What follows belongs to an exercise in optimizing a design on an open flow for small area, a short achievable clock period and few clock cycles per item; a production flow would make more cautious choices.
Function was checked by simulation only, so behaviour that the tests miss may differ from the original.

==> inputs of trial 94 <==
// qam_engine
module qam_engine (
    input  wire        clk,
    input  wire        rst,
    input  wire        in_valid,
    output wire        in_ready,
    input  wire        in_op,
    input  wire [4:0]  in_bps,
    input  wire        in_clamp,
    input  wire [63:0] in_a,
    input  wire [63:0] in_b,
    input  wire [63:0] in_cos,
    input  wire [63:0] in_sin,
    output wire        out_valid,
    input  wire        out_ready,
    output wire [63:0] out_x,
    output wire [63:0] out_y,
    output wire [31:0] out_word
);
    localparam integer W  = 26;             
    localparam integer DM = W - 14;         
    localparam integer CW = 31;             
    localparam [1:0] K_SE = 2'd0, K_MAP = 2'd1, K_SLF = 2'd2, K_SLS = 2'd3;
    reg         in_ready_r;
    reg         ir_v;
    reg         ir_op, ir_clamp;
    reg  [4:0]  ir_bps;
    reg  [63:0] ir_a, ir_b, ir_c, ir_s;
    reg  [8:0]  ir_kre, ir_kim;       
    reg         ir_vin;               
    reg         r1_v, r1_op, r1_clamp;
    reg  [1:0]  r1_kind;
    reg  [4:0]  r1_bps;
    reg  [63:0] r1_w0, r1_w1, r1_w2, r1_w3;    
    reg  [57:0] r1_sl;                         
    reg         r1_xok, r1_yok;                
    reg         r2_v, r2_op;
    reg  [72:0] r2_s1, r2_s2;                  
    reg  [31:0] r2_word;
    reg         or_v;
    reg  [63:0] or_x, or_y;
    reg         sk_v;
    reg  [63:0] sk_x, sk_y;
    assign in_ready  = in_ready_r;
    assign out_valid = or_v;
    assign out_x     = or_x;
    assign out_y     = or_y;
    assign out_word  = or_x[31:0];
    wire        ir_even = ~ir_bps[0];
    wire [3:0]  ir_half = ir_bps[4:1];
    function [8:0] kof;
        input [15:0] vv;
        input [3:0]  h;
        input        hi;         
        reg   [7:0]  t;
  ...
==> module qam_kround, before the edit <==
module qam_kround (
    input  wire [60:0] q,
    input  wire [2:0]  l,
    input  wire [10:0] e,
    input  wire        sgn,
    output wire [63:0] y
);
    wire        top = q[60];
    wire [52:0] m53 = top ? q[60:8] : q[59:7];
    wire        g   = top ? q[7] : q[6];
    wire        st  = top ? (|q[6:0]) : (|q[5:0]);
    wire        inc = g & (st | m53[0]);
    wire [53:0] m   = {1'b0, m53} + {53'b0, inc};
    wire [11:0] ef  = {1'b0, e} + {9'b0, l} - {11'b0, ~top} - 12'd1;
    wire [63:0] pk  = {ef[10:0], 52'b0} + {10'b0, m};
    assign y = {sgn, pk[62:0]};
endmodule
clock: 50.0 ns
lec_check: 0
cap_margin: 30
core_margin: 2
core_utilization: 40
setup_slack_margin: 5
slew_margin: 30
run.sh (not shown) runs the stock make flow with config.mk's settings and CLKGATE_MAP_FILE= SYNTH_SCRIPT=/design/flow/synth_recipe.tcl, a recipe that flattens the netlist after the stock synthesis.
==> inputs of build 68, as changes to trial 94 <==
==> flow/flow/run.sh (new file) <==
#!/bin/bash
set -euo pipefail
bash standard.sh SETUP_SLACK_MARGIN=37.5 SKIP_PIN_SWAP=1 SKIP_GATE_CLONING=1 finish > standard_flow.log 2>&1
==> flow/standard.sh (new file) <==
#!/bin/bash
# synth_recipe.tcl (not shown) runs the flow's synth.tcl, then flattens the netlist and writes it again
# the make line also repeats each setting of config.mk as NAME=value (left out here)
make -C /OpenROAD-flow-scripts/flow DESIGN_CONFIG=/design/flow/config.mk WORK_HOME=/design/flow/orfs CLKGATE_MAP_FILE= SYNTH_SCRIPT=/design/flow/synth_recipe.tcl "${@:-finish}"
--- a/flow/config.mk
+++ b/flow/config.mk
@@ -5,8 +5,8 @@
 export SDC_FILE = /design/flow/constraint.sdc
 export NUM_CORES = 8
 export LEC_CHECK = 0
+export ABC_AREA = 1
 export CAP_MARGIN = 30
 export CORE_MARGIN = 2
 export CORE_UTILIZATION = 40
-export SETUP_SLACK_MARGIN = 5
 export SLEW_MARGIN = 30
removed: flow/run.sh
==> inputs of build 1, as changes to trial 94 <==
--- a/flow/design.v
+++ b/flow/design.v
@@ -11,9 +11,11 @@
     wire        st  = top ? (|q[6:0]) : (|q[5:0]);
     wire        inc = g & (st | m53[0]);
     wire [53:0] m   = {1'b0, m53} + {53'b0, inc};
-    wire [11:0] ef  = {1'b0, e} + {9'b0, l} - {11'b0, ~top} - 12'd1;
-    wire [63:0] pk  = {ef[10:0], 52'b0} + {10'b0, m};
-    assign y = {sgn, pk[62:0]};
+    wire [10:0] a0  = e + {8'b0, l} - 11'd1;
+    wire [10:0] a1  = e + {8'b0, l};
+    wire [10:0] a2  = e + {8'b0, l} + 11'd1;
+    wire [10:0] ex  = (top & m[53]) ? a2 : (top | m[53]) ? a1 : a0;
+    assign y = {sgn, ex, m[51:0]};
 endmodule
 module qam_kmul8 (
     input  wire [7:0]  k,
==> flow/flow/run.sh (new file) <==
#!/bin/bash
set -euo pipefail
bash standard.sh SETUP_SLACK_MARGIN=37.5 SKIP_PIN_SWAP=1 SKIP_GATE_CLONING=1 finish > standard_flow.log 2>&1
==> flow/standard.sh (new file) <==
#!/bin/bash
# synth_recipe.tcl (not shown) runs the flow's synth.tcl, then flattens the netlist and writes it again
# the make line also repeats each setting of config.mk as NAME=value (left out here)
make -C /OpenROAD-flow-scripts/flow DESIGN_CONFIG=/design/flow/config.mk WORK_HOME=/design/flow/orfs CLKGATE_MAP_FILE= SYNTH_SCRIPT=/design/flow/synth_recipe.tcl "${@:-finish}"
--- a/flow/config.mk
+++ b/flow/config.mk
@@ -8,5 +8,4 @@
 export CAP_MARGIN = 30
 export CORE_MARGIN = 2
 export CORE_UTILIZATION = 40
-export SETUP_SLACK_MARGIN = 5
 export SLEW_MARGIN = 30
removed: flow/run.sh
==> summary of the runs <==
- Build 1 passed the timing, DRC and antenna checks. Trial 94 finished with timing, DRC and antenna clean. Build 68 went through all stages and came out clean.
- Routed wire length, highest first: trial 94, build 68, build 1.
- Non-clock buffer count, lowest first: trial 94, build 68, build 1.
Testbench counts of trial 94, summed over its fixed seeds: cycles 16,258, items 16,000.
Testbench counts of build 68, summed over its fixed seeds: cycles 16,258, items 16,000.
Testbench counts of build 1, summed over its fixed seeds: cycles 16,258, items 16,000.

==> static timing again, ports no longer ideal <==
How much do the figures lean on ideal ports? The routed layouts below were timed once more, with nothing changed but the port constraints.
Step 1 assumes that a clkbuf_16 drives the clock port and a buf_2 every other input.
Step 2 moves the port delays by t, midway between the first and last clock arrival at a register: inputs arrive t later, outputs are due t later. That takes back most of the time a late clock gives input paths.
a / b / c = ideal ports / drivers / drivers and shift; a / b = the first two.
| run | t (ns) | setup slack, ns | worst hold slack (ns) | latest minus earliest clock arrival (ns) |
|---|---|---|---|---|
| trial 94 | 1.112 | 30.856 / 30.856 / 30.856 | 0.423 / 0.423 / 0.423 | 0.132 / 0.132 |
| build 68 | 1.115 | 37.390 / 37.390 / 36.544 | 0.439 / 0.439 / 0.439 | 0.142 / 0.143 |
| build 1 | 1.167 | 36.928 / 36.928 / 36.584 | 0.427 / 0.427 / 0.427 | 0.090 / 0.089 |
After both steps every run listed still meets setup and hold. The setup slack of build 68, which loses most, moves by 0.000 ns with the drivers and by -0.846 ns with both steps.
